This design comes from an exercise in tuning for small area, a short achievable clock period and few clock cycles on the open sky130 flow, not from production work. No run shown here included a check of the RTL's function; only the layout flow was run. Power figures rest on the tool's default switching activity, not on a simulated workload.

--- config.mk ---
export PLATFORM = sky130hd
export DESIGN_NAME = batbot_codec
export DESIGN_NICKNAME = batbot_codec
export VERILOG_FILES = /design/flow/design.v
export SDC_FILE = /design/flow/constraint.sdc
export NUM_CORES = 4
export LEC_CHECK = 0
export CAP_MARGIN = 20
export CORE_MARGIN = 2
export CORE_UTILIZATION = 25
export PLACE_DENSITY = 0.5
export SETUP_SLACK_MARGIN = 5
export SLEW_MARGIN = 20
--- constraint.sdc ---
create_clock -name core_clock -period 10.0 [get_ports {clk}]
set_input_delay 2.0000 -clock core_clock [delete_from_list [all_inputs] [get_ports {clk}]]
set_output_delay 2.0000 -clock core_clock [all_outputs]
set_load 0.01 [all_outputs]
--- design.v ---
module batbot_codec (
    input  wire       clk,
    input  wire       rst,           
    input  wire       rx_valid,
    input  wire [7:0] rx_data,
    input  wire       rx_last,
    output wire       rx_ready,
    output wire       tx_valid,
    output wire [7:0] tx_data,
    output wire       tx_last,
    input  wire       tx_ready,
    input  wire [3:0] enc_a,
    input  wire [3:0] enc_b
);
    localparam RB   = 5;             
    localparam RCAP = 25;            
    localparam FB   = 2;             
    localparam FDEP = 4;             
    localparam [1:0] T_ERR = 2'd0, T_SHORT = 2'd1, T_ANGLE = 2'd2, T_ECHO = 2'd3;
    function [15:0] crc_table;
        input [7:0] index;
        integer b;
        reg [15:0] c;
        begin
            c = {index, 8'h00};
            for (b = 0; b < 8; b = b + 1)
                c = c[15] ? ((c << 1) ^ 16'h8005) : (c << 1);
            crc_table = c;
        end
    endfunction
    function [15:0] crc_update;
        input [15:0] accum;
        input [7:0]  data;
        begin
            crc_update = {accum[7:0], 8'h00} ^ crc_table(accum[15:8] ^ data);
        end
    endfunction
    function [15:0] quad_delta;
        input [3:0] index;
        begin
            case (index)
                4'd1, 4'd7, 4'd8, 4'd14:  quad_delta = 16'hFFFF;
                4'd2, 4'd4, 4'd11, 4'd13: quad_delta = 16'h0001;
                default:                  quad_delta = 16'h0000;
            endcase
        end
    endfunction
    function [RB-1:0] rinc;
        input [RB-1:0] p;
        rinc = (p == RCAP - 1) ? {RB{1'b0}} : p + 1'b1;
    endfunction
    reg        rx_ready_r;
    reg        in_v;
    reg  [7:0] in_d;
    reg        in_last;
    assign rx_ready = rx_ready_r;
    wire take = rx_valid & rx_ready_r;
    reg  [2:0]  pos;         
    reg  [4:0]  cnt;         
    reg         bad;         
    reg  [4:0]  flen;
    reg  [7:0]  fid;
    reg  [2:0]  fop;
    reg         op_bad;
    reg         np_ok;
    reg         is_echo;
    reg  [15:0] crc;
    reg         crc_hi_ok;
    reg  [7:0]    ring [0:RCAP-1];
    reg  [RB-1:0] wp, cp, rp;            
    reg  [RB:0]   rcnt;                  
    reg  [RB:0]   ccnt;                  
    wire          ring_full = (rcnt == RCAP);
    wire          rd_ring;
    reg  [1:0]  f_typ [0:FDEP-1];
    reg  [7:0]  f_id  [0:FDEP-1];
    reg  [4:0]  f_dat [0:FDEP-1];
    reg  [FB:0] f_wr, f_rd;
    wire [FB:0] f_cnt  = f_wr - f_rd;
    wire        f_full = (f_cnt == FDEP);
    wire        f_has  = (f_wr != f_rd);
    wire p_param  = (pos == 3'd5) && (cnt >= 5'd3);
    wire p_write  = p_param && is_echo && !bad;
    wire stall    = (in_last && f_full) || (p_write && ring_full);
    wire consume  = in_v && !stall;
    wire done     = consume && in_last;
    wire fr_ok    = !bad && (pos >= 3'd3) && (cnt == 5'd1);
    wire crc_ok   = crc_hi_ok && (in_d == crc[7:0]);
    wire id_bad   = (fid[7:2] != 6'd0);
    wire [2:0] status = !crc_ok ? 3'd3 : op_bad ? 3'd2 : id_bad ? 3'd4 : !np_ok ? 3'd5 : 3'd0;
    wire ok       = crc_ok && !op_bad && !id_bad && np_ok;
    wire push     = done && fr_ok;
    wire commit   = push && ok && is_echo;
    wire wr_ring  = consume && p_write;
    wire discard  = done && !commit;
    wire        setzero;
    wire [1:0]  setzero_id;
    reg  [1:0]  es [0:3];
    reg  [1:0]  ep [0:3];
    reg  [1:0]  ph [0:3];
    reg  [15:0] ticks [0:3];
    integer i;
    always @(posedge clk) begin
        for (i = 0; i < 4; i = i + 1) begin
            es[i] <= {enc_a[i], enc_b[i]};
            ep[i] <= rst ? {enc_a[i], enc_b[i]} : es[i];
            if (rst || (setzero && setzero_id == i)) begin
                ticks[i] <= 16'd0;
                ph[i]    <= 2'b00;
            end else if (es[i] != ep[i]) begin
                ticks[i] <= ticks[i] + quad_delta({ph[i], es[i]});
                ph[i]    <= es[i];
            end
        end
    end
    wire [15:0] crc_in  = (pos == 3'd2) ? 16'h0000 : crc;
    wire [15:0] crc_nx  = crc_update(crc_in, in_d);
    reg         np_calc;
    always @(*) begin
        case (in_d)
            8'd0:    np_calc = 1'b1;
            8'd1:    np_calc = (flen == 5'd4);
            8'd2:    np_calc = (flen == 5'd4);
            8'd3:    np_calc = (flen == 5'd5);
            8'd4:    np_calc = (flen == 5'd10);
            8'd5:    np_calc = (flen == 5'd4);
            8'd6:    np_calc = (flen == 5'd6);
            default: np_calc = 1'b0;
        endcase
    end
    wire [2:0]  pos_n = done ? 3'd0 : (pos == 3'd5) ? pos : pos + 3'd1;
    wire [4:0]  cnt_n = (pos == 3'd2) ? in_d[4:0] : (cnt != 5'd0) ? cnt - 5'd1 : cnt;
    wire        in_v_n    = take | (in_v & ~consume);
    wire        in_last_n = take ? rx_last : in_last;
    wire        f_full_n  = f_full | ((f_cnt == FDEP - 1) & push);
    wire        hold_n    = in_v_n & in_last_n & f_full_n;
    wire        r_full_n  = ring_full | ((rcnt == RCAP - 1) & wr_ring);
    wire        echo_pn   = consume ? ((pos == 3'd4) ? (in_d == 8'd0) : (pos == 3'd5) & is_echo & (cnt_n >= 5'd3))
                                    : (pos == 3'd5) & is_echo & (cnt >= 5'd3);
    wire        rblk_n    = echo_pn & r_full_n;
    wire [RB:0] rcnt_a = discard ? ccnt : wr_ring ? rcnt + 1'b1 : rcnt;
    wire [RB:0] ccnt_a = commit ? (wr_ring ? rcnt + 1'b1 : rcnt) : ccnt;
    always @(posedge clk) begin
        if (rst) begin
            in_v       <= 1'b0;
            rx_ready_r <= 1'b0;
            pos        <= 3'd0;
            bad        <= 1'b0;
            wp         <= 0;
            cp         <= 0;
            rcnt       <= 0;
            ccnt       <= 0;
        end else begin
            in_v       <= in_v_n;
            rx_ready_r <= ~hold_n & ~rblk_n;
            if (consume) begin
                pos <= pos_n;
                case (pos)
                    3'd0: bad <= (in_d != 8'hFF);
                    3'd1: bad <= bad | (in_d != 8'h00);
                    3'd2: bad <= bad | (in_d < 8'd4) | (in_d > 8'd29);
                    default: if (cnt == 5'd0) bad <= 1'b1;
                endcase
                if (done) bad <= 1'b0;
            end
            if (discard)
                wp <= cp;
            else if (wr_ring)
                wp <= rinc(wp);
            if (commit)
                cp <= wr_ring ? rinc(wp) : wp;
            rcnt <= rd_ring ? rcnt_a - 1'b1 : rcnt_a;
            ccnt <= rd_ring ? ccnt_a - 1'b1 : ccnt_a;
        end
        if (take) begin
            in_d    <= rx_data;
            in_last <= rx_last;
        end
        if (consume) begin
            cnt <= cnt_n;
            if (pos == 3'd2)
                flen <= in_d[4:0];
            if (pos == 3'd2 || (pos >= 3'd3 && cnt >= 5'd3))
                crc <= crc_nx;
            if (cnt == 5'd2)
                crc_hi_ok <= (in_d == crc[15:8]);
            if (pos == 3'd3)
                fid <= in_d;
            if (pos == 3'd4) begin
                fop     <= in_d[2:0];
                op_bad  <= (in_d > 8'd6);
                is_echo <= (in_d == 8'd0);
                np_ok   <= np_calc;
            end
        end
        if (wr_ring)
            ring[wp] <= in_d;
    end
    wire        pop;
    wire [1:0]  push_typ = !ok ? T_ERR : is_echo ? T_ECHO : (fop == 3'd2) ? T_ANGLE : T_SHORT;
    wire [4:0]  push_dat = !ok ? {2'd0, status} : is_echo ? flen : {2'd0, fop};
    always @(posedge clk) begin
        if (rst)
            f_wr <= 0;
        else if (push)
            f_wr <= f_wr + 1'b1;
        if (push) begin
            f_typ[f_wr[FB-1:0]] <= push_typ;
            f_id [f_wr[FB-1:0]] <= fid;
            f_dat[f_wr[FB-1:0]] <= push_dat;
        end
    end
    reg         tx_valid_r;
    reg  [7:0]  tx_data_r;
    reg         tx_last_r;
    reg  [4:0]  tp;
    reg  [15:0] tcrc;
    reg         tc_in;           
    reg         tc_first;        
    assign tx_valid = tx_valid_r;
    assign tx_data  = tx_data_r;
    assign tx_last  = tx_last_r;
    wire [1:0]  h_typ  = f_typ[f_rd[FB-1:0]];
    wire [7:0]  h_id   = f_id [f_rd[FB-1:0]];
    wire [4:0]  h_dat  = f_dat[f_rd[FB-1:0]];
    wire        h_echo = (h_typ == T_ECHO);
    wire [4:0]  h_len  = h_echo ? h_dat : (h_typ == T_ANGLE) ? 5'd6 : 5'd5;
    wire        h_crch = (tp == h_len + 5'd1);
    wire        h_last = (tp == h_len + 5'd2);
    wire        h_ring = h_echo && (tp >= 5'd5) && !h_crch && !h_last;
    wire        h_wait;
    wire [15:0] tcrc_nx = crc_update(tc_first ? 16'h0000 : tcrc, tx_data_r);
    reg         dbusy;
    reg  [1:0]  dph;             
    reg  [2:0]  dcnt;
    reg         dneg;
    reg  [7:0]  drem;
    reg  [11:0] dq;
    wire [FB-1:0] n_idx   = f_rd[FB-1:0] + 1'b1;
    wire        cand_head = f_has && (tp == 5'd0) && (h_typ == T_ANGLE);
    wire        cand_next = (f_cnt >= 2) && (tp != 5'd0) && (f_typ[n_idx] == T_ANGLE);
    wire        dgo       = !dbusy && (cand_head || cand_next);
    wire [1:0]  did       = cand_head ? h_id[1:0] : f_id[n_idx][1:0];
    wire [15:0] tsel = {drem[3:0], dq};
    wire [15:0] tu   = tsel[15] ? ~tsel : tsel;
    wire [19:0] x18  = {tu, 4'd0} + {3'd0, tu, 1'b0} + (tsel[15] ? 20'd18 : 20'd0);
    wire [10:0] b2   = {1'b0, drem, dq[11], dq[10]};
    wire [10:0] s1   = b2 - 11'd175;
    wire [10:0] s2   = b2 - 11'd350;
    wire [10:0] s3   = b2 - 11'd525;
    wire        ge1  = !s1[10];
    wire        ge2  = !s2[10];
    wire        ge3  = !s3[10];
    wire [7:0]  rnx  = ge3 ? s3[7:0] : ge2 ? s2[7:0] : ge1 ? s1[7:0] : b2[7:0];
    wire [1:0]  qd   = ge3 ? 2'd3 : ge2 ? 2'd2 : ge1 ? 2'd1 : 2'd0;
    wire [15:0] vout = dneg ? (16'd0 - {4'd0, dq}) : {4'd0, dq};
    assign h_wait = (h_typ == T_ANGLE) && (tp == 5'd5) && (!dbusy || dph != 2'd2 || dcnt != 3'd0);
    reg  [7:0]  tbyte;
    always @(*) begin
        case (tp)
            5'd0: tbyte = 8'hFF;
            5'd1: tbyte = 8'h00;
            5'd2: tbyte = {3'd0, h_len};
            5'd3: tbyte = h_id;
            5'd4: tbyte = (h_typ == T_ERR) ? 8'h01 : (h_typ == T_SHORT) ? {5'd0, h_dat[2:0]} :
                          (h_typ == T_ANGLE) ? 8'h02 : 8'h00;
            default: tbyte = h_crch ? tcrc_nx[15:8] :
                             h_last ? tcrc[7:0] :
                             h_echo ? ring[rp] :
                             (tp == 5'd6) ? vout[7:0] :
                             (h_typ == T_ERR) ? {5'd0, h_dat[2:0]} :
                             (h_typ == T_SHORT) ? 8'h00 : vout[15:8];
        endcase
    end
    wire adv  = !tx_valid_r || tx_ready;
    wire load = adv && f_has && !h_wait;
    assign pop     = load && h_last;
    assign rd_ring = load && h_ring;
    assign setzero    = f_has && (tp == 5'd0) && (h_typ == T_SHORT) && (h_dat[2:0] == 3'd5);
    assign setzero_id = h_id[1:0];
    always @(posedge clk) begin
        if (rst) begin
            dbusy <= 1'b0;
            dph   <= 2'd0;
        end else begin
            if (dgo) begin
                dbusy <= 1'b1;
                dph   <= 2'd1;
                {drem, dq} <= {4'd0, ticks[did]};
            end else if (dph == 2'd1) begin
                dph   <= 2'd2;
                drem  <= x18[19:12];
                dq    <= x18[11:0];
                dneg  <= tsel[15];
                dcnt  <= 3'd6;
            end else if (dcnt != 3'd0) begin
                drem  <= rnx;
                dq    <= {dq[9:0], qd};
                dcnt  <= dcnt - 3'd1;
            end
            if (load && (tp == 5'd6) && (h_typ == T_ANGLE))
                dbusy <= 1'b0;
        end
    end
    always @(posedge clk) begin
        if (rst) begin
            tx_valid_r <= 1'b0;
            tp         <= 5'd0;
            f_rd       <= 0;
            rp         <= 0;
            tc_in      <= 1'b0;
        end else if (adv) begin
            tx_valid_r <= load;
            if (load) begin
                tx_data_r <= tbyte;
                tx_last_r <= h_last;
                tp        <= h_last ? 5'd0 : tp + 5'd1;
                tc_in     <= (tp >= 5'd2) && (tp <= h_len);
                tc_first  <= (tp == 5'd2);
                if (tc_in)
                    tcrc <= tcrc_nx;
                if (pop)
                    f_rd <= f_rd + 1'b1;
                if (h_ring)
                    rp <= rinc(rp);
            end
        end
    end
endmodule
--- run.sh ---
#!/bin/bash
# synth_recipe.tcl (not shown) runs the flow's synth.tcl, then flattens the netlist and writes it again
# the make line also repeats each setting of config.mk as NAME=value (left out here)
make -C /OpenROAD-flow-scripts/flow DESIGN_CONFIG=/design/flow/config.mk WORK_HOME=/design/flow/orfs CLKGATE_MAP_FILE= SYNTH_SCRIPT=/design/flow/synth_recipe.tcl finish
==> impl_metrics.env, run 1 <==
export IMPL_synth_area_leaders="edfxtp_1 (40%), dfxtp_1 (11%), ha_1 (7.0%)"
export IMPL_clk_pin_slew_worst_paths_ns=0.06
export IMPL_finalCritPeriodShare=0.435
export IMPL_cts_sinks=504
export IMPL_netlist_top_cell_by_area="edfxtp_1"
export IMPL_final_net_count=2570
export IMPL_viasPerCell=4.64
export IMPL_drc_errors=0
export IMPL_fin_cells=3845
export IMPL_ys_flop_type="edfxtp_1"
export IMPL_status="complete, no violations"
export IMPL_whs_path_depth=2
export IMPL_holdBufCountCts=0
export IMPL_dr_pass1_iters=7
export IMPL_worst_setup_path_end_kind="flop"
export IMPL_grt_pass1_vias=17962
export IMPL_finalWeightedCongestion=0.794
export IMPL_syn_area_per_cell_um2=11.4
export IMPL_hp_class="reg -> reg"
export IMPL_placed_cell_area_um2=28900
export IMPL_fin_skew_ns=0.0744
export IMPL_hp_start="ticks[2][9]$_SDFFE_PP0P_"
export IMPL_drv_cap=0
export IMPL_start_kind="flop"
export IMPL_overflow=0
export IMPL_routed_wl_mm=65.5
export IMPL_power_mw=6.20
export IMPL_cp_max_fo=21
export IMPL_initial_utilization=0.253
export IMPL_drive_gt1_frac=0.0971
export IMPL_ir_drop_uv=131
export IMPL_p_leak_nw=10.8
export IMPL_slew_viol_final=0
export IMPL_diodes=0
export IMPL_worst_pin_slew_ns=1.03
export IMPL_routedWlPerCell_um=17.0
export IMPL_slowest_delay_ns=0.83
export IMPL_worst_r2r_cell_count=13
export IMPL_setup_viol=0
export IMPL_cts_root_buffer="clkbuf_16"
export IMPL_core_um2=107000
export IMPL_fmax_mhz=230
export IMPL_cts_resized=0
export IMPL_antenna_found_initial=2
export IMPL_row_count=120
export IMPL_grt_max_degree=61
export IMPL_worstHoldEndpoint="ticks[2][9]$_SDFFE_PP0P_"
export IMPL_grt_pass1_wl_mm=103
export IMPL_period_needed_ns=4.35
export IMPL_die_w_um=334
export IMPL_crit_required_ns=10.47
export IMPL_synth_edf_count=359
export IMPL_rsz0062_at_grt="false"
export IMPL_yosys_area_top_type_share=0.397
export IMPL_syn_instance_count=2383
export IMPL_ys_seq_area_frac=0.504
export IMPL_crit_arrival_ns=4.83
export IMPL_dpl_hpwl_mm=44.4
export IMPL_yosys_warnings=5
export IMPL_timing_rr_end="tx_data_r[3]$_DFFE_PP_"
export IMPL_port_buffers=31
export IMPL_synth_async_sr_flop_share=0
export IMPL_dieArea_um2=111000
export IMPL_vias=17838
export IMPL_reg2reg_setup_slack_ns=5.65
export IMPL_ys_ff_latch=504
export IMPL_netlist_area_um2=27200
export IMPL_power_density_nw_per_um2=200
export IMPL_area_growth_pct=14.0
export IMPL_crit_slowest_cell="dfxtp_1"
export IMPL_finalSetupTns_ns=0
export IMPL_postCtsSetupBuffers=0
export IMPL_cts_tree="yes"
export IMPL_ant_nets=0
export IMPL_place_inst=3733
export IMPL_clk_path_buf_depth=3
export IMPL_synth_cell_types=82
export IMPL_ctsHtreeMaxLevel=2
export IMPL_stdcell_area_um2=31000
export IMPL_slew_headroom=0.310
export IMPL_cts_buffers_inserted=59
export IMPL_io_pins=32
export IMPL_synthesis_nets=2562
export IMPL_clock_latency_ns=0.68
export IMPL_drtIter0Drc=1139
export IMPL_hold_viol=0
export IMPL_crit_chain="mux4_2 -> and2_1 -> nand2_1 -> ha_1 -> xnor2_1 -> a21oi_1 -> mux2_2 -> mux2i_1 -> nand4bb_1 -> clkinv_1 -> nor2_1 -> a22oi_1 -> o21ai_1"
export IMPL_die_y_um=334
export IMPL_fin_util=0.288
export IMPL_track_usage=0.117
export IMPL_path_class="reg -> reg"
synth_stat cells (all sizes together), types with 27 or more instances:
master and count:
a211oi 31, a21o 27, a21oi 158, buf 35
clkbuf 73, dfxtp 145, edfxtp 359, ha 153
inv 70, mux2i 70, mux4 75, nand2 223
nand3 50, nor2 227, nor2b 29, nor3 44
o21ai 99, xnor2 161, xor2 57
worst max-delay path: cells and delay by family, from the launching register on:
family	cells	cell delay [ns]
xor gates and xnor gates	1	0.23
DFF	1	0.83
buffers and inverters	1	0.35
and+or+nand+nor	4	1.21
adders and majority gates	1	0.25
muxes	3	1.01
AOI/OAI and AO/OA	3	0.32
registers in the layout, indices dropped and copies added (netlist names), 6 cells and up, named ones only:
name / count
ph: 8
tcrc: 16
drem: 8
f_id: 32
ticks: 64
ep: 8
dq: 12
fid: 8
tx_data_r: 8
f_typ: 8
crc: 16
in_d: 8
es: 8
ring: 200
rcnt: 6
ccnt: 6
f_dat: 20
placed cells by master (no fill, tap or decap), types with 11 or more instances in the layout:
cell	count
edfxtp_1	359
nor2_1	225
nand2_1	223
xnor2_1	160
a21oi_1	157
ha_1	153
dfxtp_1	143
o21ai_0	94
mux4_2	75
mux2i_1	70
inv_1	69
clkbuf_16	60
xor2_1	57
nand3_1	49
nor3_1	43
a211oi_1	31
clkdlybuf4s50_1	30
nor2b_1	29
a21o_1	27
buf_4	24
o211ai_1	23
and2_1	21
mux2_2	20
clkbuf_1	20
and3_1	19
a31oi_1	18
nand2b_1	17
nand4_1	15
clkbuf_8	13
or3_1	12
o31ai_1	11
where the power goes:
group,total [mW],switching [mW],internal (mW)
combinational,1.51,0.853,0.657
clock,2.22,0.908,1.31
sequential,2.47,0.125,2.35
total,6.20,1.89,4.32
through the flow:
stage          hold slack, ns  worst slack [ns]
2_1_floorplan           0.446              5.99
3_3_place_gp            0.462              5.23
3_5_place_dp            0.469              5.15
4_1_cts                 0.479              5.66
5_1_grt                 0.497              5.18
6_report                0.475              5.65
per-layer routing:
| metal | GRT usage | vias to the layer above | share of wire |
|---|---|---|---|
| met4 | 0.0299 | 2 | 0.019 |
| met3 | 0.0196 | 81 | 0.037 |
| li1 | - | 8773 | - |
| met5 | 0 | - | 0.00017 |
| met1 | 0.160 | 8734 | 0.48 |
| met2 | 0.192 | 248 | 0.47 |
worst max path at each step:
stage	start	to	slack (ns)	cells after the start
floorplan	rst	dq[0]$_DFFE_PP_	5.99	4
global placement	tx_ready	tcrc[6]$_DFFE_PP_	5.23	7
detailed placement	tx_ready	tcrc[6]$_DFFE_PP_	5.15	7
CTS	flop	tx_data_r[3]$_DFFE_PP_	5.66	13
global route	flop	tx_data_r[3]$_DFFE_PP_	5.18	13
finish	flop	tx_data_r[3]$_DFFE_PP_	5.65	13
area by class of cell:
class,instances,area (um^2)
fill,11017,76400
clock buffer,93,1760
tap,1403,1760
sequential,504,13700
multi-input combinational,1700,12700
timing repair buffer,55,485
clock inverter,19,277
inverter,71,267
logic make-up after synthesis:
kind of cell | after synthesis | share of synthesized area
AOI/OAI and AO/OA | 454 | 0.105
xor gates and xnor gates | 220 | 0.0722
adders and majority gates | 158 | 0.0742
buffers and inverters | 179 | 0.0280
DFF | 504 | 0.504
muxes | 166 | 0.0968
and+or+nand+nor | 702 | 0.120
==> run 2: changes to the inputs <==
--- a/config.mk
+++ b/config.mk
@@ -11,3 +11,2 @@
 export PLACE_DENSITY = 0.5
-export SETUP_SLACK_MARGIN = 5
 export SLEW_MARGIN = 20
==> impl_metrics.env, run 2 <==
export IMPL_netlist_top_cell_by_area="edfxtp_1"
export IMPL_overflow=0
export IMPL_finalWeightedCongestion=0.794
export IMPL_routed_wl_mm=65.5
export IMPL_hold_viol=0
export IMPL_holdBufCountCts=0
export IMPL_port_buffers=31
export IMPL_synthesis_nets=2562
export IMPL_dieArea_um2=111000
export IMPL_dr_pass1_iters=7
export IMPL_crit_buf_inv=1
export IMPL_crit_required_ns=10.47
export IMPL_row_count=120
export IMPL_diodes=0
export IMPL_period_needed_ns=4.35
export IMPL_track_usage=0.117
export IMPL_grt_pass1_wl_mm=103
export IMPL_crit_family="simple AND/OR/NAND/NOR gates"
export IMPL_grt_pass1_vias=17962
export IMPL_ys_seq_area_frac=0.504
export IMPL_place_inst=3733
export IMPL_synth_async_sr_flop_share=0
export IMPL_vias=17838
export IMPL_yosys_area_top_type_share=0.397
export IMPL_fin_cells=3845
export IMPL_fmax_mhz=230
export IMPL_ys_flop_type="edfxtp_1"
export IMPL_ant_nets=0
export IMPL_yosys_warnings=5
export IMPL_drive_gt1_frac=0.0971
export IMPL_dpl_hpwl_mm=44.4
export IMPL_synthTopCellsByCount="edfxtp_1 (359), nor2_1 (227), nand2_1 (223), xnor2_1 (160), a21oi_1 (158)"
export IMPL_slowest_delay_ns=0.83
export IMPL_final_cell_mix="edfxtp_1 (359), nor2_1 (225), nand2_1 (223)"
export IMPL_drc_errors=0
export IMPL_fin_skew_ns=0.0744
export IMPL_final_common_cell="edfxtp_1"
export IMPL_clock_latency_ns=0.68
export IMPL_synth_most_common_cell="edfxtp_1"
export IMPL_die_y_um=334
export IMPL_cts_tree="yes"
export IMPL_core_um2=107000
export IMPL_syn_area_per_cell_um2=11.4
export IMPL_hp_class="reg -> reg"
export IMPL_rsz0062_at_grt="false"
export IMPL_cts_sinks=504
export IMPL_stdcell_area_um2=31000
export IMPL_largest_reg_flops=200
export IMPL_ys_ff_latch=504
export IMPL_setup_viol=0
export IMPL_ir_drop_uv=131
export IMPL_cts_resized=0
export IMPL_postCtsSetupBuffers=0
export IMPL_placed_cell_area_um2=28900
export IMPL_io_pins=32
export IMPL_final_net_count=2570
export IMPL_area_growth_pct=14.0
export IMPL_synth_cell_types=82
export IMPL_crit_arrival_ns=4.83
export IMPL_path_class="reg -> reg"
export IMPL_cts_buffers_inserted=59
export IMPL_status="complete, no violations"
export IMPL_grt_max_degree=61
export IMPL_crit_slowest_cell="dfxtp_1"
export IMPL_netlist_area_um2=27200
export IMPL_p_leak_nw=10.8
export IMPL_cts_root_buffer="clkbuf_16"
export IMPL_ctsHtreeMaxLevel=2
export IMPL_regMostFlops="ring"
export IMPL_synth_area_leaders="edfxtp_1 (40%), dfxtp_1 (11%), ha_1 (7.0%)"
export IMPL_start_kind="flop"
export IMPL_worst_setup_path_end_kind="flop"
export IMPL_worst_pin_slew_ns=1.03
export IMPL_cp_max_fo=21
export IMPL_slew_headroom=0.310
export IMPL_slew_viol_final=0
export IMPL_syn_instance_count=2383
export IMPL_finalCritPeriodShare=0.435
export IMPL_drv_cap=0
export IMPL_initial_utilization=0.253
export IMPL_viasPerCell=4.64
export IMPL_synth_edf_count=359
export IMPL_routedWlPerCell_um=17.0
export IMPL_clk_pin_slew_worst_paths_ns=0.06
export IMPL_antenna_found_initial=2
export IMPL_power_density_nw_per_um2=200
export IMPL_num_fill_cells=11017
export IMPL_clk_path_buf_depth=3
export IMPL_crit_chain="mux4_2 -> and2_1 -> nand2_1 -> ha_1 -> xnor2_1 -> a21oi_1 -> mux2_2 -> mux2i_1 -> nand4bb_1 -> clkinv_1 -> nor2_1 -> a22oi_1 -> o21ai_1"
export IMPL_drtIter0Drc=1139
export IMPL_finalSetupTns_ns=0
export IMPL_die_w_um=334
==> run 2: cell counts after synthesis <==
Identical to the previous run, type by type.
==> run 2: area by class of cell <==
cell class	count	area [um^2]	share of cell area
clock buffers	93	1760	0.0567
repair buffers	55	485	0.0157
inverters	71	267	0.00861
flip-flops and latches	504	13700	0.442
clock inverters	19	277	0.00893
well taps	1403	1760	0.0567
multi-input cells	1700	12700	0.411
==> run 2: power breakdown <==
group          switching [mW]  internal (mW)
registers               0.125           2.35
clock network           0.908           1.31
logic                   0.853          0.657
==> run 2: worst register-to-register path: stages (launching register included) <==
cell and delay, ns:
dfxtp_1 0.83, mux4_2 0.63, and2_1 0.38, nand2_1 0.13
ha_1 0.25, xnor2_1 0.23, a21oi_1 0.06, mux2_2 0.26
mux2i_1 0.12, nand4bb_1 0.27, clkinv_1 0.35, nor2_1 0.44
a22oi_1 0.12, o21ai_1 0.14
==> run 2: path summary, 6_finish.rpt <==
path,start,endpoint,slack (ns),cells after the start
max reg2reg,flop,tx_data_r[3]$_DFFE_PP_,5.65,13
min,ticks[2][9]$_SDFFE_PP0P_,ticks[2][9]$_SDFFE_PP0P_,0.47,2
max,flop,tx_data_r[3]$_DFFE_PP_,5.65,13
min reg2reg,ticks[2][9]$_SDFFE_PP0P_,ticks[2][9]$_SDFFE_PP0P_,0.47,2
==> run 2: logic make-up (layout without fill, tap and decap cells) <==
| family | count (synthesis) | in the layout | share of synthesized area |
|---|---|---|---|
| AND/OR/NAND/NOR | 702 | 702 | 0.120 |
| multiplexers | 166 | 166 | 0.0968 |
| buffers and inverters | 179 | 238 | 0.0280 |
| AO/OA/AOI/OAI | 454 | 454 | 0.105 |
| XOR/XNOR | 220 | 220 | 0.0722 |
| adder cells (fa/ha/maj) | 158 | 158 | 0.0742 |
| flip-flops | 504 | 504 | 0.504 |
==> run 2: metal layers <==
metal / part of all wire / wire [um] / track usage
met3: 0.037 / 2400 / 0.0196
met1: 0.48 / 31400 / 0.160
met5: 0.00017 / 11 / 0
met2: 0.47 / 30500 / 0.192
met4: 0.019 / 1270 / 0.0299
==> run 2: metrics by stage <==
| stage | utilization | total power [mW] | setup WS, ns | hold WS [ns] |
|---|---|---|---|---|
| CTS | 0.288 | 6.28 | 5.66 | 0.479 |
| global route | 0.288 | 6.58 | 5.18 | 0.497 |
| detailed placement | 0.269 | 4.02 | 5.15 | 0.469 |
| floorplan | - | 3.69 | 5.99 | 0.446 |
| global placement | 0.269 | 4.03 | 5.23 | 0.462 |
| finish | 0.288 | 6.20 | 5.65 | 0.475 |
==> run 3: changes to the inputs <==
--- a/design.v
+++ b/design.v
@@ -75,8 +75,6 @@
     reg  [1:0]  f_typ [0:FDEP-1];
-    reg  [7:0]  f_id  [0:FDEP-1];
-    reg  [4:0]  f_dat [0:FDEP-1];
-    reg  [FB:0] f_wr, f_rd;
-    wire [FB:0] f_cnt  = f_wr - f_rd;
+    reg  [9:0]  f_inf [0:FDEP-1];
+    reg  [FB:0] f_cnt;
     wire        f_full = (f_cnt == FDEP);
-    wire        f_has  = (f_wr != f_rd);
+    wire        f_has  = (f_cnt != 0);
     wire p_param  = (pos == 3'd5) && (cnt >= 5'd3);
@@ -100,2 +98,3 @@
     reg  [1:0]  ph [0:3];
+    reg  [3:0]  ev_up, ev_dn;        
     reg  [15:0] ticks [0:3];
@@ -107,7 +106,16 @@
             if (rst || (setzero && setzero_id == i)) begin
-                ticks[i] <= 16'd0;
                 ph[i]    <= 2'b00;
-            end else if (es[i] != ep[i]) begin
-                ticks[i] <= ticks[i] + quad_delta({ph[i], es[i]});
-                ph[i]    <= es[i];
+                ev_up[i] <= 1'b0;
+                ev_dn[i] <= 1'b0;
+                ticks[i] <= 16'd0;
+            end else begin
+                ev_up[i] <= 1'b0;
+                ev_dn[i] <= 1'b0;
+                if (es[i] != ep[i]) begin
+                    ph[i]    <= es[i];
+                    ev_up[i] <= (quad_delta({ph[i], es[i]}) == 16'h0001);
+                    ev_dn[i] <= (quad_delta({ph[i], es[i]}) == 16'hFFFF);
+                end
+                if (ev_up[i] | ev_dn[i])
+                    ticks[i] <= ticks[i] + {{15{ev_dn[i]}}, 1'b1};
             end
@@ -200,12 +208,20 @@
     wire [1:0]  push_typ = !ok ? T_ERR : is_echo ? T_ECHO : (fop == 3'd2) ? T_ANGLE : T_SHORT;
-    wire [4:0]  push_dat = !ok ? {2'd0, status} : is_echo ? flen : {2'd0, fop};
+    wire [1:0]  st2      = status[2] ? {1'b1, status[0]} : {1'b0, status[0]};
+    wire [9:0]  push_inf = !ok ? {st2, fid} : is_echo ? {3'd0, flen, fid[1:0]} :
+                           {5'd0, fop, fid[1:0]};
+    wire [FB:0] f_wi     = pop ? f_cnt - 1'b1 : f_cnt;
+    integer k;
     always @(posedge clk) begin
         if (rst)
-            f_wr <= 0;
-        else if (push)
-            f_wr <= f_wr + 1'b1;
-        if (push) begin
-            f_typ[f_wr[FB-1:0]] <= push_typ;
-            f_id [f_wr[FB-1:0]] <= fid;
-            f_dat[f_wr[FB-1:0]] <= push_dat;
+            f_cnt <= 0;
+        else
+            f_cnt <= f_cnt + push - pop;
+        for (k = 0; k < FDEP; k = k + 1) begin
+            if (push && f_wi == k) begin
+                f_typ[k] <= push_typ;
+                f_inf[k] <= push_inf;
+            end else if (pop && k < FDEP - 1) begin
+                f_typ[k] <= f_typ[k + 1];
+                f_inf[k] <= f_inf[k + 1];
+            end
         end
@@ -215,3 +231,4 @@
     reg         tx_last_r;
-    reg  [4:0]  tp;
+    reg  [2:0]  tp;              
+    reg  [4:0]  tleft;           
     reg  [15:0] tcrc;
@@ -222,10 +239,12 @@
     assign tx_last  = tx_last_r;
-    wire [1:0]  h_typ  = f_typ[f_rd[FB-1:0]];
-    wire [7:0]  h_id   = f_id [f_rd[FB-1:0]];
-    wire [4:0]  h_dat  = f_dat[f_rd[FB-1:0]];
+    wire [1:0]  h_typ  = f_typ[0];
+    wire [9:0]  h_inf  = f_inf[0];
     wire        h_echo = (h_typ == T_ECHO);
-    wire [4:0]  h_len  = h_echo ? h_dat : (h_typ == T_ANGLE) ? 5'd6 : 5'd5;
-    wire        h_crch = (tp == h_len + 5'd1);
-    wire        h_last = (tp == h_len + 5'd2);
-    wire        h_ring = h_echo && (tp >= 5'd5) && !h_crch && !h_last;
+    wire        h_ang  = (h_typ == T_ANGLE);
+    wire [7:0]  h_id   = (h_typ == T_ERR) ? h_inf[7:0] : {6'd0, h_inf[1:0]};
+    wire [4:0]  h_len  = h_echo ? h_inf[6:2] : h_ang ? 5'd6 : 5'd5;
+    wire        h_body = (tp == 3'd5);
+    wire        h_crch = h_body && (tleft == 5'd2);
+    wire        h_last = h_body && (tleft == 5'd1);
+    wire        h_ring = h_echo && h_body && (tleft >= 5'd3);
     wire        h_wait;
@@ -238,7 +257,6 @@
     reg  [11:0] dq;
-    wire [FB-1:0] n_idx   = f_rd[FB-1:0] + 1'b1;
-    wire        cand_head = f_has && (tp == 5'd0) && (h_typ == T_ANGLE);
-    wire        cand_next = (f_cnt >= 2) && (tp != 5'd0) && (f_typ[n_idx] == T_ANGLE);
+    wire        cand_head = f_has && (tp == 3'd0) && h_ang;
+    wire        cand_next = (f_cnt >= 2) && (tp != 3'd0) && (f_typ[1] == T_ANGLE);
     wire        dgo       = !dbusy && (cand_head || cand_next);
-    wire [1:0]  did       = cand_head ? h_id[1:0] : f_id[n_idx][1:0];
+    wire [1:0]  did       = cand_head ? h_inf[1:0] : f_inf[1][1:0];
     wire [15:0] tsel = {drem[3:0], dq};
@@ -256,3 +274,3 @@
     wire [15:0] vout = dneg ? (16'd0 - {4'd0, dq}) : {4'd0, dq};
-    assign h_wait = (h_typ == T_ANGLE) && (tp == 5'd5) && (!dbusy || dph != 2'd2 || dcnt != 3'd0);
+    assign h_wait = h_ang && h_body && (tleft == 5'd4) && (!dbusy || dph != 2'd2 || dcnt != 3'd0);
     reg  [7:0]  tbyte;
@@ -260,14 +278,13 @@
         case (tp)
-            5'd0: tbyte = 8'hFF;
-            5'd1: tbyte = 8'h00;
-            5'd2: tbyte = {3'd0, h_len};
-            5'd3: tbyte = h_id;
-            5'd4: tbyte = (h_typ == T_ERR) ? 8'h01 : (h_typ == T_SHORT) ? {5'd0, h_dat[2:0]} :
-                          (h_typ == T_ANGLE) ? 8'h02 : 8'h00;
-            default: tbyte = h_crch ? tcrc_nx[15:8] :
-                             h_last ? tcrc[7:0] :
+            3'd0: tbyte = 8'hFF;
+            3'd1: tbyte = 8'h00;
+            3'd2: tbyte = {3'd0, h_len};
+            3'd3: tbyte = h_id;
+            3'd4: tbyte = (h_typ == T_ERR) ? 8'h01 : (h_typ == T_SHORT) ? {5'd0, h_inf[4:2]} :
+                          h_ang ? 8'h02 : 8'h00;
+            default: tbyte = (tleft == 5'd2) ? tcrc_nx[15:8] :
+                             (tleft == 5'd1) ? tcrc[7:0] :
                              h_echo ? ring[rp] :
-                             (tp == 5'd6) ? vout[7:0] :
-                             (h_typ == T_ERR) ? {5'd0, h_dat[2:0]} :
-                             (h_typ == T_SHORT) ? 8'h00 : vout[15:8];
+                             h_ang ? ((tleft == 5'd4) ? vout[15:8] : vout[7:0]) :
+                             (h_typ == T_ERR) ? {5'd0, h_inf[9], ~h_inf[9], h_inf[8]} : 8'h00;
         endcase
@@ -278,4 +295,4 @@
     assign rd_ring = load && h_ring;
-    assign setzero    = f_has && (tp == 5'd0) && (h_typ == T_SHORT) && (h_dat[2:0] == 3'd5);
-    assign setzero_id = h_id[1:0];
+    assign setzero    = f_has && (tp == 3'd0) && (h_typ == T_SHORT) && (h_inf[4:2] == 3'd5);
+    assign setzero_id = h_inf[1:0];
     always @(posedge clk) begin
@@ -300,3 +317,3 @@
             end
-            if (load && (tp == 5'd6) && (h_typ == T_ANGLE))
+            if (load && h_ang && h_body && (tleft == 5'd3))
                 dbusy <= 1'b0;
@@ -307,4 +324,3 @@
             tx_valid_r <= 1'b0;
-            tp         <= 5'd0;
-            f_rd       <= 0;
+            tp         <= 3'd0;
             rp         <= 0;
@@ -316,9 +332,14 @@
                 tx_last_r <= h_last;
-                tp        <= h_last ? 5'd0 : tp + 5'd1;
-                tc_in     <= (tp >= 5'd2) && (tp <= h_len);
-                tc_first  <= (tp == 5'd2);
+                tc_in     <= ((tp >= 3'd2) && (tp <= 3'd4)) || (h_body && (tleft >= 5'd3));
+                tc_first  <= (tp == 3'd2);
                 if (tc_in)
                     tcrc <= tcrc_nx;
-                if (pop)
-                    f_rd <= f_rd + 1'b1;
+                if (tp == 3'd4)
+                    tleft <= h_len - 5'd2;
+                else if (h_body)
+                    tleft <= tleft - 5'd1;
+                if (h_last)
+                    tp <= 3'd0;
+                else if (!h_body)
+                    tp <= tp + 3'd1;
                 if (h_ring)
==> impl_metrics.env, run 3 <==
export IMPL_synth_cell_types=95
export IMPL_diodes=0
export IMPL_cp_max_fo=13
export IMPL_routedWlPerCell_um=17.0
export IMPL_fin_skew_ns=0.0851
export IMPL_grt_max_degree=67
export IMPL_seq_area_um2=13500
export IMPL_synthTopCellsByCount="edfxtp_1 (352), nor2_1 (201), nand2_1 (191), a21oi_1 (155), dfxtp_1 (146)"
export IMPL_reg2reg_setup_slack_ns=6.05
export IMPL_dr_pass1_iters=5
export IMPL_period_needed_ns=4.59
export IMPL_ys_seq_area_frac=0.500
export IMPL_final_common_cell="edfxtp_1"
export IMPL_reg2reg_from="tleft[0]$_DFFE_PP_"
export IMPL_largest_reg_flops=200
export IMPL_initial_utilization=0.252
export IMPL_ys_ff_latch=498
export IMPL_antenna_found_initial=1
export IMPL_routed_wl_mm=65.0
export IMPL_port_buffers=31
export IMPL_grt_pass1_vias=17557
export IMPL_dpl_hpwl_mm=44.4
export IMPL_p_leak_nw=10.7
export IMPL_ant_nets=0
export IMPL_die_w_um=333
export IMPL_hp_class="reg -> reg"
export IMPL_drv_cap=0
export IMPL_drive_gt1_frac=0.114
export IMPL_hp_start="ticks[2][3]$_SDFFE_PP0P_"
export IMPL_placed_cell_area_um2=28800
export IMPL_whs_path_depth=2
export IMPL_drc_errors=0
export IMPL_die_y_um=333
export IMPL_top_layer="met4"
export IMPL_cts_tree="yes"
export IMPL_finalSetupTns_ns=0
export IMPL_status="complete, no violations"
export IMPL_wl_met1_mm=31.4
export IMPL_crit_required_ns=10.27
export IMPL_power_mw=5.54
export IMPL_rsz0062_at_grt="false"
export IMPL_synthesis_nets=2521
export IMPL_row_count=120
export IMPL_netlist_top_cell_by_area="edfxtp_1"
export IMPL_stdcell_area_um2=30700
export IMPL_pre_cts_slack_ns=4.85
export IMPL_cts_root_buffer="clkbuf_16"
export IMPL_synth_async_sr_flop_share=0
export IMPL_start_kind="input pin"
export IMPL_yosys_warnings=7
export IMPL_postCtsSetupBuffers=0
export IMPL_synth_edf_count=352
export IMPL_cts_sinks=498
export IMPL_wl_met2_mm=30.0
export IMPL_netlist_area_um2=27000
export IMPL_ir_drop_uv=137
export IMPL_cts_buffers_inserted=57
export IMPL_timing_rr_end="f_inf[2][2]$_DFFE_PP_"
export IMPL_track_usage=0.116
export IMPL_synth_most_common_cell="edfxtp_1"
export IMPL_finalCritPeriodShare=0.459
export IMPL_slew_headroom=0.304
export IMPL_clock_latency_ns=0.67
export IMPL_clk_pin_slew_worst_paths_ns=0.06
export IMPL_worst_setup_path_end_kind="flop"
export IMPL_overflow=0
export IMPL_crit_arrival_ns=4.85
export IMPL_synth_area_leaders="edfxtp_1 (39%), dfxtp_1 (11%), ha_1 (6.6%)"
export IMPL_slew_viol_final=0
export IMPL_fmax_mhz=218
export IMPL_dieArea_um2=111000
export IMPL_syn_instance_count=2352
export IMPL_ys_flop_type="edfxtp_1"
export IMPL_core_um2=107000
export IMPL_final_net_count=2534
export IMPL_num_fill_cells=10955
export IMPL_yosys_area_top_type_share=0.392
export IMPL_worstHoldEndpoint="ticks[2][3]$_SDFFE_PP0P_"
export IMPL_io_pins=32
export IMPL_clk_path_buf_depth=3
export IMPL_regMostFlops="ring"
export IMPL_power_density_nw_per_um2=181
export IMPL_path_class="in -> reg"
export IMPL_multi_input_area_um2=12800
export IMPL_worst_r2r_cell_count=10
export IMPL_worst_pin_slew_ns=1.04
export IMPL_grt_pass1_wl_mm=102
export IMPL_viasPerCell=4.64
export IMPL_holdBufCountCts=0
export IMPL_ctsHtreeMaxLevel=2
export IMPL_vias=17681
export IMPL_finalWeightedCongestion=0.821
export IMPL_final_cell_mix="edfxtp_1 (352), nor2_1 (201), nand2_1 (191)"
export IMPL_cts_resized=0
export IMPL_setup_slack_ns=5.41
export IMPL_drtIter0Drc=1070
export IMPL_syn_area_per_cell_um2=11.5
export IMPL_area_growth_pct=13.7
export IMPL_met3_wirelength_mm=2.08
export IMPL_hold_viol=0
export IMPL_setup_viol=0
==> run 3: changes by cell type after synthesis, sizes merged, moves of 9 or more <==
cell    previous run  this run
o21a               9        20
nand3             50        63
mux2              21        47
clkbuf            73        64
xor2              57        68
nor2             227       204
or3               12        23
mux2i             70        48
xnor2            161       141
ha               153       143
nand2            223       194
==> run 3: critical path, cell delays in order <==
cell and delay, ns:
clkdlybuf4s50_1 0.46, nor2b_1 0.13, nor3_2 0.59, nand2_4 0.17, o31ai_1 0.46, nor3b_4 0.63, or2_2 0.40
==> run 3: kinds of logic (layout without fill, tap and decap cells) <==
family | count (synthesis) | count (layout) | synth area share
DFF | 498 | 498 | 0.500
buffers and inverters | 180 | 239 | 0.0278
adders and majority gates | 148 | 148 | 0.0700
muxes | 170 | 170 | 0.101
and+or+nand+nor | 683 | 683 | 0.124
AOI/OAI and AO/OA | 463 | 463 | 0.109
xor gates and xnor gates | 210 | 210 | 0.0687
==> run 3: through the flow <==
stage,hold WS (ns),cells,utilization
4_1_cts,0.473,3814,0.287
5_1_grt,0.502,3814,0.287
3_3_place_gp,0.462,3709,0.269
2_1_floorplan,0.443,2352,-
6_report,0.471,3814,0.287
3_5_place_dp,0.468,3709,0.269
==> run 3: worst max path at each step <==
stage	slack, ns	depth (start not counted)	to	from
after floorplan	5.64	3	tcrc[0]$_DFFE_PP_	rst
final	5.41	7	f_inf[2][2]$_DFFE_PP_	tx_ready
after detailed placement	4.85	7	f_inf[2][6]$_DFFE_PP_	tx_ready
after global placement	4.86	7	f_inf[2][5]$_DFFE_PP_	tx_ready
after global routing	5.24	7	f_inf[2][2]$_DFFE_PP_	tx_ready
after CTS	5.47	7	f_inf[2][2]$_DFFE_PP_	tx_ready
==> run 3: layout make-up <==
class,instances,share of cell area
Timing Repair Buffer,60,0.0171
Sequential cell,498,0.440
Clock buffer,82,0.0522
Inverter,74,0.00906
Tap cell,1403,0.0572
Multi-Input combinational cell,1674,0.416
Clock inverter,23,0.00828
==> run 3: report_power, final <==
group | switching (mW) | internal (mW) | leakage [nW] | total (mW)
Combinational | 0.627 | 0.478 | 5.46 | 1.11
Sequential | 0.0905 | 2.27 | 4.37 | 2.36
Clock | 0.901 | 1.17 | 0.897 | 2.08
==> run 3: per-layer routing <==
layer	global-route usage	up-vias
li1	-	8735
met1	0.161	8578
met2	0.190	289
met3	0.0134	79
met4	0.0322	0
met5	0	-
==> run 4: changes to the inputs <==
--- a/config.mk
+++ b/config.mk
@@ -7,2 +7,3 @@
 export LEC_CHECK = 0
+export ABC_CLOCK_PERIOD_IN_PS = 3000
 export CAP_MARGIN = 20
==> impl_metrics.env, run 4 <==
export IMPL_diodes=0
export IMPL_die_w_um=333
export IMPL_area_growth_pct=13.7
export IMPL_whs_path_depth=2
export IMPL_synth_async_sr_flop_share=0
export IMPL_power_density_nw_per_um2=181
export IMPL_hp_class="reg -> reg"
export IMPL_port_buffers=31
export IMPL_worst_r2r_cell_count=10
export IMPL_drive_gt1_frac=0.114
export IMPL_finalSetupTns_ns=0
export IMPL_muxShareOfSynthArea=0.101
export IMPL_ant_nets=0
export IMPL_num_fill_cells=10955
export IMPL_grtUsageMet3=0.0134
export IMPL_finalWeightedCongestion=0.821
export IMPL_period_needed_ns=4.59
export IMPL_synth_edf_count=352
export IMPL_drv_cap=0
export IMPL_crit_arrival_ns=4.85
export IMPL_clk_path_buf_depth=3
export IMPL_regMostFlops="ring"
export IMPL_largest_reg_flops=200
export IMPL_pre_cts_slack_ns=4.85
export IMPL_routed_wl_mm=65.0
export IMPL_grt_max_degree=67
export IMPL_overflow=0
export IMPL_postCtsSetupBuffers=0
export IMPL_netlist_top_cell_by_area="edfxtp_1"
export IMPL_top_usage_layer="met2"
export IMPL_start_kind="input pin"
export IMPL_initial_utilization=0.252
export IMPL_reg2reg_setup_slack_ns=6.05
export IMPL_ctsHtreeMaxLevel=2
export IMPL_slowest_delay_ns=0.63
export IMPL_ir_drop_uv=137
export IMPL_use_met2=0.190
export IMPL_fin_skew_ns=0.0851
export IMPL_path_depth=7
export IMPL_final_net_count=2534
export IMPL_setup_slack_ns=5.41
export IMPL_final_cell_mix="edfxtp_1 (352), nor2_1 (201), nand2_1 (191)"
export IMPL_cts_sinks=498
export IMPL_syn_instance_count=2352
export IMPL_netlist_area_um2=27000
export IMPL_p_leak_nw=10.7
export IMPL_crit_required_ns=10.27
export IMPL_vias=17681
export IMPL_syn_area_per_cell_um2=11.5
export IMPL_finalCritPeriodShare=0.459
export IMPL_dpl_hpwl_mm=44.4
export IMPL_final_common_cell="edfxtp_1"
export IMPL_synthesis_nets=2521
export IMPL_synth_simple_area_share=0.124
export IMPL_hp_start="ticks[2][3]$_SDFFE_PP0P_"
export IMPL_slew_headroom=0.304
export IMPL_yosys_area_top_type_share=0.392
export IMPL_grt_pass1_wl_mm=102
export IMPL_status="complete, no violations"
export IMPL_crit_slowest_cell="nor3b_4"
export IMPL_dr_pass1_iters=5
export IMPL_synth_cell_types=95
export IMPL_timing_rr_end="f_inf[2][2]$_DFFE_PP_"
export IMPL_synthAdderAreaFrac=0.0700
export IMPL_synth_top_family_by_area="simple AND/OR/NAND/NOR gates"
export IMPL_dieArea_um2=111000
export IMPL_cp_max_fo=13
export IMPL_synth_xor_area_frac=0.0687
export IMPL_path_class="in -> reg"
export IMPL_slew_viol_final=0
export IMPL_ys_seq_area_frac=0.500
export IMPL_drc_errors=0
export IMPL_worstHoldEndpoint="ticks[2][3]$_SDFFE_PP0P_"
export IMPL_crit_chain="clkdlybuf4s50_1 -> nor2b_1 -> nor3_2 -> nand2_4 -> o31ai_1 -> nor3b_4 -> or2_2"
export IMPL_yosys_warnings=7
export IMPL_crit_family="simple AND/OR/NAND/NOR gates"
export IMPL_routedWlPerCell_um=17.0
export IMPL_viasPerCell=4.64
export IMPL_crit_buf_inv=1
export IMPL_clk_pin_slew_worst_paths_ns=0.06
export IMPL_row_count=120
export IMPL_use_met1=0.161
export IMPL_antenna_found_initial=1
export IMPL_ys_flop_type="edfxtp_1"
export IMPL_cts_tree="yes"
export IMPL_track_usage=0.116
export IMPL_cts_resized=0
export IMPL_cts_buffers_inserted=57
export IMPL_setup_viol=0
export IMPL_rsz0062_at_grt="false"
export IMPL_holdBufCountCts=0
export IMPL_hold_viol=0
export IMPL_synth_most_common_cell="edfxtp_1"
export IMPL_worst_pin_slew_ns=1.04
export IMPL_ys_ff_latch=498
export IMPL_core_um2=107000
export IMPL_reg2reg_from="tleft[0]$_DFFE_PP_"
export IMPL_worst_setup_path_end_kind="flop"
export IMPL_drtIter0Drc=1070
export IMPL_synth_compound_area_frac=0.109
export IMPL_grt_pass1_vias=17557
export IMPL_die_y_um=333
export IMPL_synthTopCellsByCount="edfxtp_1 (352), nor2_1 (201), nand2_1 (191), a21oi_1 (155), dfxtp_1 (146)"
export IMPL_clock_latency_ns=0.67
export IMPL_fmax_mhz=218
export IMPL_cts_root_buffer="clkbuf_16"
export IMPL_synth_area_leaders="edfxtp_1 (39%), dfxtp_1 (11%), ha_1 (6.6%)"
export IMPL_io_pins=32
==> run 4: cell counts after synthesis <==
No cell type changed its count.
==> run 4: cell type report <==
type                            instances  area [um^2]  share of cell area
Clock buffer                           82         1600              0.0522
Clock inverter                         23          254             0.00828
Inverter                               74          278             0.00906
Multi-Input combinational cell       1674        12800               0.416
Sequential cell                       498        13500               0.440
Tap cell                             1403         1760              0.0572
Timing Repair Buffer                   60          523              0.0171
==> run 4: layer usage <==
metal | vias to the layer above | wire length (um)
met5 | - | 0
met4 | 0 | 1500
met2 | 289 | 30000
met3 | 79 | 2080
li1 | 8735 | -
met1 | 8578 | 31400
==> run 4: worst max path at each step <==
stage / startpoint / to / slack, ns
2_1_floorplan: rst / tcrc[0]$_DFFE_PP_ / 5.64
3_3_place_gp: tx_ready / f_inf[2][5]$_DFFE_PP_ / 4.86
3_5_place_dp: tx_ready / f_inf[2][6]$_DFFE_PP_ / 4.85
4_1_cts: tx_ready / f_inf[2][2]$_DFFE_PP_ / 5.47
5_1_grt: tx_ready / f_inf[2][2]$_DFFE_PP_ / 5.24
6_report: tx_ready / f_inf[2][2]$_DFFE_PP_ / 5.41
==> run 4: through the flow <==
| stage | util | instances | power, mW | hold slack [ns] | cell area (um^2) |
|---|---|---|---|---|---|
| 2_1_floorplan | - | 2352 | 3.26 | 0.443 | 27000 |
| 3_3_place_gp | 0.269 | 3709 | 3.51 | 0.462 | 28800 |
| 3_5_place_dp | 0.269 | 3709 | 3.51 | 0.468 | 28800 |
| 4_1_cts | 0.287 | 3814 | 5.61 | 0.473 | 30700 |
| 5_1_grt | 0.287 | 3814 | 5.85 | 0.502 | 30700 |
| 6_report | 0.287 | 3814 | 5.54 | 0.471 | 30700 |
==> run 4: worst min-delay path: stages (launching register included) <==
cell and delay (ns):
dfxtp_1 0.32, nand2_1 0.06, a21oi_1 0.05
==> run 4: logic make-up after synthesis <==
logic type / count (synthesis)
xor+xnor: 210
mux: 170
fa+ha+maj: 148
flops: 498
buf+inv: 180
compound gates: 463
simple gates: 683
==> run 4: report_power, final <==
part | switching, mW | internal, mW
clock | 0.901 | 1.17
combinational | 0.627 | 0.478
sequential | 0.0905 | 2.27
total | 1.62 | 3.92
==> run 5: changes to the inputs <==
--- a/design.v
+++ b/design.v
@@ -148,4 +148,9 @@
     wire        rblk_n    = echo_pn & r_full_n;
-    wire [RB:0] rcnt_a = discard ? ccnt : wr_ring ? rcnt + 1'b1 : rcnt;
-    wire [RB:0] ccnt_a = commit ? (wr_ring ? rcnt + 1'b1 : rcnt) : ccnt;
+    wire [RB:0] rcnt_p = rcnt + 1'b1;
+    wire [RB:0] rcnt_m = rcnt - 1'b1;
+    wire [RB:0] ccnt_m = ccnt - 1'b1;
+    wire [RB:0] rcnt_a = discard ? ccnt   : wr_ring ? rcnt_p : rcnt;
+    wire [RB:0] rcnt_r = discard ? ccnt_m : wr_ring ? rcnt   : rcnt_m;
+    wire [RB:0] ccnt_a = commit ? (wr_ring ? rcnt_p : rcnt) : ccnt;
+    wire [RB:0] ccnt_r = commit ? (wr_ring ? rcnt : rcnt_m) : ccnt_m;
     always @(posedge clk) begin
@@ -179,4 +184,4 @@
                 cp <= wr_ring ? rinc(wp) : wp;
-            rcnt <= rd_ring ? rcnt_a - 1'b1 : rcnt_a;
-            ccnt <= rd_ring ? ccnt_a - 1'b1 : ccnt_a;
+            rcnt <= rd_ring ? rcnt_r : rcnt_a;
+            ccnt <= rd_ring ? ccnt_r : ccnt_a;
         end
@@ -211,3 +216,2 @@
                            {5'd0, fop, fid[1:0]};
-    wire [FB:0] f_wi     = pop ? f_cnt - 1'b1 : f_cnt;
     integer k;
@@ -216,13 +220,24 @@
             f_cnt <= 0;
-        else
-            f_cnt <= f_cnt + push - pop;
-        for (k = 0; k < FDEP; k = k + 1) begin
-            if (push && f_wi == k) begin
+        else if (pop)
+            f_cnt <= push ? f_cnt : f_cnt - 1'b1;
+        else if (push)
+            f_cnt <= f_cnt + 1'b1;
+        for (k = 0; k < FDEP - 1; k = k + 1) begin
+            if (pop) begin
+                if (push && f_cnt == k + 1) begin
+                    f_typ[k] <= push_typ;
+                    f_inf[k] <= push_inf;
+                end else begin
+                    f_typ[k] <= f_typ[k + 1];
+                    f_inf[k] <= f_inf[k + 1];
+                end
+            end else if (push && f_cnt == k) begin
                 f_typ[k] <= push_typ;
                 f_inf[k] <= push_inf;
-            end else if (pop && k < FDEP - 1) begin
-                f_typ[k] <= f_typ[k + 1];
-                f_inf[k] <= f_inf[k + 1];
             end
         end
+        if (!pop && push && f_cnt == FDEP - 1) begin
+            f_typ[FDEP - 1] <= push_typ;
+            f_inf[FDEP - 1] <= push_inf;
+        end
     end
@@ -253,2 +268,3 @@
     reg  [1:0]  dph;             
+    reg  [1:0]  did_r;
     reg  [2:0]  dcnt;
@@ -291,4 +307,5 @@
     end
+    wire can  = f_has && !h_wait;
     wire adv  = !tx_valid_r || tx_ready;
-    wire load = adv && f_has && !h_wait;
+    wire load = adv && can;
     assign pop     = load && h_last;
@@ -304,4 +321,7 @@
                 dbusy <= 1'b1;
+                dph   <= 2'd3;
+                did_r <= did;
+            end else if (dph == 2'd3) begin
                 dph   <= 2'd1;
-                {drem, dq} <= {4'd0, ticks[did]};
+                {drem, dq} <= {4'd0, ticks[did_r]};
             end else if (dph == 2'd1) begin
@@ -327,4 +347,5 @@
             tc_in      <= 1'b0;
-        end else if (adv) begin
-            tx_valid_r <= load;
+        end else begin
+            if (adv)
+                tx_valid_r <= can;
             if (load) begin
--- a/config.mk
+++ b/config.mk
@@ -7,3 +7,2 @@
 export LEC_CHECK = 0
-export ABC_CLOCK_PERIOD_IN_PS = 3000
 export CAP_MARGIN = 20
==> impl_metrics.env, run 5 <==
export IMPL_num_fill_cells=11119
export IMPL_track_usage=0.118
export IMPL_slew_headroom=0.382
export IMPL_routed_wl_mm=67.3
export IMPL_ys_ff_latch=500
export IMPL_synth_async_sr_flop_share=0
export IMPL_grt_pass1_vias=18343
export IMPL_clk_pin_slew_worst_paths_ns=0.06
export IMPL_drc_errors=0
export IMPL_cts_root_buffer="clkbuf_16"
export IMPL_syn_area_per_cell_um2=11.0
export IMPL_syn_instance_count=2476
export IMPL_synth_cell_types=88
export IMPL_die_y_um=334
export IMPL_final_cell_mix="edfxtp_1 (330), nor2_1 (235), nand2_1 (177)"
export IMPL_final_net_count=2661
export IMPL_grt_max_degree=56
export IMPL_drtIter0Drc=1291
export IMPL_clk_path_buf_depth=3
export IMPL_viasPerCell=4.73
export IMPL_crit_required_ns=10.30
export IMPL_holdBufCountCts=0
export IMPL_postCtsSetupBuffers=0
export IMPL_fin_skew_ns=0.0641
export IMPL_final_common_cell="edfxtp_1"
export IMPL_vias=18703
export IMPL_netlist_top_cell_by_area="edfxtp_1"
export IMPL_cp_max_fo=24
export IMPL_ctsHtreeMaxLevel=2
export IMPL_antenna_found_initial=1
export IMPL_overflow=0
export IMPL_core_um2=109000
export IMPL_finalWeightedCongestion=0.824
export IMPL_initial_utilization=0.251
export IMPL_crit_arrival_ns=5.12
export IMPL_slew_viol_final=0
export IMPL_rsz0062_at_grt="false"
export IMPL_p_leak_nw=10.9
export IMPL_ant_nets=0
export IMPL_cts_buffers_inserted=58
export IMPL_die_w_um=334
export IMPL_worst_pin_slew_ns=0.928
export IMPL_period_needed_ns=4.81
export IMPL_drv_cap=0
export IMPL_regMostFlops="ring"
export IMPL_hp_class="reg -> reg"
export IMPL_dr_pass1_iters=5
export IMPL_hold_viol=0
export IMPL_clock_latency_ns=0.67
export IMPL_ir_drop_uv=150
export IMPL_dpl_hpwl_mm=46.6
export IMPL_synthesis_nets=2650
export IMPL_cts_sinks=500
export IMPL_whs_path_depth=2
export IMPL_row_count=121
export IMPL_start_kind="input pin"
export IMPL_finalCritPeriodShare=0.481
export IMPL_fmax_mhz=208
export IMPL_largest_reg_flops=200
export IMPL_dieArea_um2=112000
export IMPL_yosys_warnings=7
export IMPL_worst_setup_path_end_kind="flop"
export IMPL_ys_flop_type="edfxtp_1"
export IMPL_yosys_area_top_type_share=0.364
export IMPL_ys_seq_area_frac=0.489
export IMPL_drive_gt1_frac=0.102
export IMPL_power_density_nw_per_um2=183
export IMPL_synth_edf_count=330
export IMPL_whs_ns=0.456
export IMPL_io_pins=32
export IMPL_worst_r2r_cell_count=9
export IMPL_routedWlPerCell_um=17.0
export IMPL_cts_resized=0
export IMPL_synth_most_common_cell="edfxtp_1"
export IMPL_grt_pass1_wl_mm=106
export IMPL_netlist_area_um2=27200
export IMPL_cts_tree="yes"
export IMPL_setup_viol=0
export IMPL_path_class="in -> reg"
export IMPL_area_growth_pct=14.1
export IMPL_synthTopCellsByCount="edfxtp_1 (330), nor2_1 (236), nand2_1 (177), dfxtp_1 (170), a21oi_1 (159)"
export IMPL_diodes=0
export IMPL_status="complete, no violations"
export IMPL_port_buffers=31
export IMPL_finalSetupTns_ns=0
export IMPL_synth_area_leaders="edfxtp_1 (36%), dfxtp_1 (12%), ha_1 (6.8%)"
## run 5: layer usage
metal  GRT usage  up-vias  share of wire
met2       0.194      311           0.46
met3      0.0169       98          0.038
met5           0        -              0
met1       0.161     9061           0.47
met4      0.0344        0          0.027
li1            -     9233              -
## run 5: where the power goes
group	leakage, nW	internal (mW)	switching, mW
registers	4.36	2.27	0.0878
clock network	0.959	1.24	0.919
logic	5.56	0.498	0.690
## run 5: final timing paths
check | startpoint | slack [ns] | end
min reg2reg | cp[2]$_SDFFE_PP0P_ | 0.46 | cp[2]$_SDFFE_PP0P_
min | cp[2]$_SDFFE_PP0P_ | 0.46 | cp[2]$_SDFFE_PP0P_
max | tx_ready | 5.19 | f_inf[3][0]$_DFFE_PP_
max reg2reg | dcnt[0]$_SDFFCE_PP0P_ | 5.88 | f_inf[3][0]$_DFFE_PP_
## run 5: logic make-up (layout without fill, tap and decap cells)
kind of cell,count (synthesis),count (layout),share of synthesized area
AOI/OAI and AO/OA,509,509,0.119
xor gates and xnor gates,182,182,0.0601
adders and majority gates,153,153,0.0714
buffers and inverters,213,274,0.0307
DFF,500,500,0.489
muxes,155,155,0.0932
and+or+nand+nor,764,764,0.137
## run 5: metrics by stage
stage | area, um^2 | utilization | setup WS, ns | std cells | power (mW)
after floorplan | 27200 | - | 6.16 | 2476 | 3.29
after CTS | 31100 | 0.286 | 5.22 | 3951 | 5.78
after global placement | 29100 | 0.268 | 4.63 | 3841 | 3.59
final | 31100 | 0.287 | 5.19 | 3951 | 5.71
after global routing | 31100 | 0.287 | 4.90 | 3951 | 6.02
after detailed placement | 29100 | 0.268 | 4.54 | 3841 | 3.59
## run 5: worst max-delay path: stages
cell and delay, ns:
clkdlybuf4s50_1 0.63, nand2b_1 0.21, nand3_1 0.22, nor3_4 0.76, inv_1 0.62, ha_1 0.36, and2_1 0.31
## run 5: final cells by class
type                            count  area [um^2]  area share
Clock inverter                     41          429      0.0138
Multi-Input combinational cell   1763        13100       0.422
Timing Repair Buffer               61          531      0.0171
Clock buffer                       69         1540      0.0496
Tap cell                         1414         1770      0.0569
Inverter                          103          387      0.0124
Sequential cell                   500        13300       0.428
==> run 6: changes to the inputs <==
==> flow/run.sh (new file) <==
#!/bin/bash
# The standard layout, with two changes to how it is made:
#  - the port buffers are buf_4 cells
#  - repair_timing aims for more setup slack than the standard flow does
set -euo pipefail
bash standard.sh \
  "BUFFER_PORTS_ARGS=-buffer_cell sky130_fd_sc_hd__buf_4" \
  SETUP_SLACK_MARGIN=${MARGIN:-6.6} \
  finish > standard.log 2>&1
==> standard.sh (new file) <==
#!/bin/bash
# synth_recipe.tcl (not shown) runs the flow's synth.tcl, then flattens the netlist and writes it again
# the make line also repeats each setting of config.mk as NAME=value (left out here)
make -C /OpenROAD-flow-scripts/flow DESIGN_CONFIG=/design/flow/config.mk WORK_HOME=/design/flow/orfs CLKGATE_MAP_FILE= SYNTH_SCRIPT=/design/flow/synth_recipe.tcl "${@:-finish}"
removed: run.sh
==> impl_metrics.env, run 6 <==
export IMPL_status="complete, no violations"
export IMPL_syn_instance_count=2476
export IMPL_grt_pass1_wl_mm=108
export IMPL_synthTopCellsByCount="edfxtp_1 (330), nor2_1 (236), nand2_1 (177), dfxtp_1 (170), a21oi_1 (159)"
export IMPL_initial_utilization=0.251
export IMPL_crit_chain="nand3_1 -> a211o_1 -> nor2_2 -> nand2_1 -> nor2_1"
export IMPL_synth_async_sr_flop_share=0
export IMPL_drtIter0Drc=1263
export IMPL_synthesis_nets=2650
export IMPL_dr_pass1_iters=5
export IMPL_crit_slowest_cell="nor2_1"
export IMPL_ctsHtreeMaxLevel=2
export IMPL_final_common_cell="edfxtp_1"
export IMPL_ir_drop_uv=143
export IMPL_power_density_nw_per_um2=186
export IMPL_cts_tree="yes"
export IMPL_fmax_mhz=298
export IMPL_whs_path_depth=2
export IMPL_crit_arrival_ns=3.60
export IMPL_die_w_um=334
export IMPL_final_cell_mix="edfxtp_1 (330), nor2_1 (224), nand2_1 (176)"
export IMPL_placed_cell_area_um2=29100
export IMPL_port_buffers=31
export IMPL_slew_viol_final=0
export IMPL_fin_skew_ns=0.0909
export IMPL_area_growth_pct=15.2
export IMPL_dieArea_um2=112000
export IMPL_ys_flop_type="edfxtp_1"
export IMPL_hold_viol=0
export IMPL_cts_root_buffer="clkbuf_16"
export IMPL_worstHoldEndpoint="cp[3]$_SDFFE_PP0P_"
export IMPL_slowest_delay_ns=0.70
export IMPL_drv_cap=0
export IMPL_ant_nets=0
export IMPL_final_net_count=2676
export IMPL_drc_errors=0
export IMPL_worst_r2r_cell_count=5
export IMPL_worst_pin_slew_ns=0.976
export IMPL_crit_required_ns=10.25
export IMPL_yosys_area_top_type_share=0.364
export IMPL_grt_max_degree=42
export IMPL_crit_buf_inv=0
export IMPL_finalSetupTns_ns=0
export IMPL_diodes=0
export IMPL_clk_path_buf_depth=3
export IMPL_row_count=121
export IMPL_clock_latency_ns=0.67
export IMPL_synth_cell_types=88
export IMPL_timing_rr_end="ring[2][0]$_DFFE_PP_"
==> run 6: cell counts after synthesis <==
Identical to the previous run, type by type.
==> run 6: cells by family after synthesis <==
kind of cell	Yosys count	synth area share
xor gates and xnor gates	182	0.0601
buffers and inverters	213	0.0307
AOI/OAI and AO/OA	509	0.119
adders and majority gates	153	0.0714
DFF	500	0.489
muxes	155	0.0932
and+or+nand+nor	764	0.137
==> run 6: through the flow <==
stage	hold slack, ns	setup WS, ns	utilization	cells	total power [mW]
CTS	0.457	6.41	0.287	3958	5.83
global placement	0.442	5.63	0.268	3840	3.60
finish	0.451	6.65	0.289	3964	5.82
floorplan	0.431	6.54	-	2476	3.30
detailed placement	0.447	5.58	0.268	3840	3.59
global route	0.466	6.48	0.289	3964	6.13
==> run 6: where the power goes <==
group          total (mW)  internal [mW]  switching, mW
clock                2.18           1.27          0.909
sequential           2.36           2.27         0.0868
combinational        1.29          0.548          0.744
total                5.82           4.08           1.74
==> run 6: cell type report <==
cell class / instances / area, um^2
inverter: 103 / 390
fill: 11087 / 77200
tap: 1414 / 1770
clock buffer: 73 / 1530
timing repair buffer: 76 / 588
multi-input combinational: 1764 / 13400
sequential: 500 / 13300
clock inverter: 34 / 422
==> run 6: how the worst max path moves through the flow <==
stage	startpoint	end	slack (ns)	depth (start not counted)
floorplan	rst	tcrc[0]$_DFFE_PP_	6.54	4
global placement	tx_ready	f_cnt[0]$_SDFFE_PP0P_	5.63	8
detailed placement	tx_ready	f_cnt[1]$_SDFFE_PP0P_	5.58	8
CTS	cnt[3]$_DFFE_PN_	f_inf[1][0]$_DFF_P_	6.41	7
global route	is_echo$_DFFE_PP_	ring[2][0]$_DFFE_PP_	6.48	5
finish	is_echo$_DFFE_PP_	ring[2][0]$_DFFE_PP_	6.65	5
==> run 6: per-layer routing <==
layer  up-vias  global-route usage  part of all wire
li1       9245                   -                 -
met1      9165               0.166              0.47
met2       311               0.203              0.48
met3        77              0.0177             0.040
met4         4              0.0277             0.018
met5         -                   0           0.00035
==> run 6: worst min-delay path, delay by kind of cell (launching register included) <==
family / cells / cell delay (ns)
DFF: 1 / 0.31
AOI/OAI and AO/OA: 1 / 0.05
and+or+nand+nor: 1 / 0.05
==> run 6: what timing repair did <==
| action | in CTS | in global routing |
|---|---|---|
| hold buffers | 0 | 0 |
| setup buffers | 11 | 4 |
| gates cloned | 0 | 1 |
| setup endpoints to repair | 185 | 129 |
| pin swaps | 3 | 4 |
| gates resized for setup | 23 | 39 |

## separate check: timing with driven ports
How much do the figures lean on ideal ports? The routed layouts below were timed once more, with nothing changed but the port constraints.
Step 1: set_driving_cell puts a clkbuf_16 on clk and a buf_2 on each other input, an assumption about the parent block.
Step 2, shift: input delay + t, output delay - t, t = (earliest + latest rising clock arrival at the registers) / 2. This alone moves slack from input paths to output paths.
Three values: no drivers, after step 1, after step 2; two values: the first two.
run | t, ns | slack for setup (ns)
run 1 | 0.715 | 5.647 / 5.647 / 5.045
run 2 | 0.715 | 5.647 / 5.647 / 5.045
run 3 | 0.686 | 5.413 / 5.443 / 4.757
run 4 | 0.686 | 5.413 / 5.443 / 4.757
run 5 | 0.699 | 5.186 / 5.218 / 4.519
run 6 | 0.685 | 6.647 / 6.647 / 6.009
After both steps setup and hold are still met in every run listed.
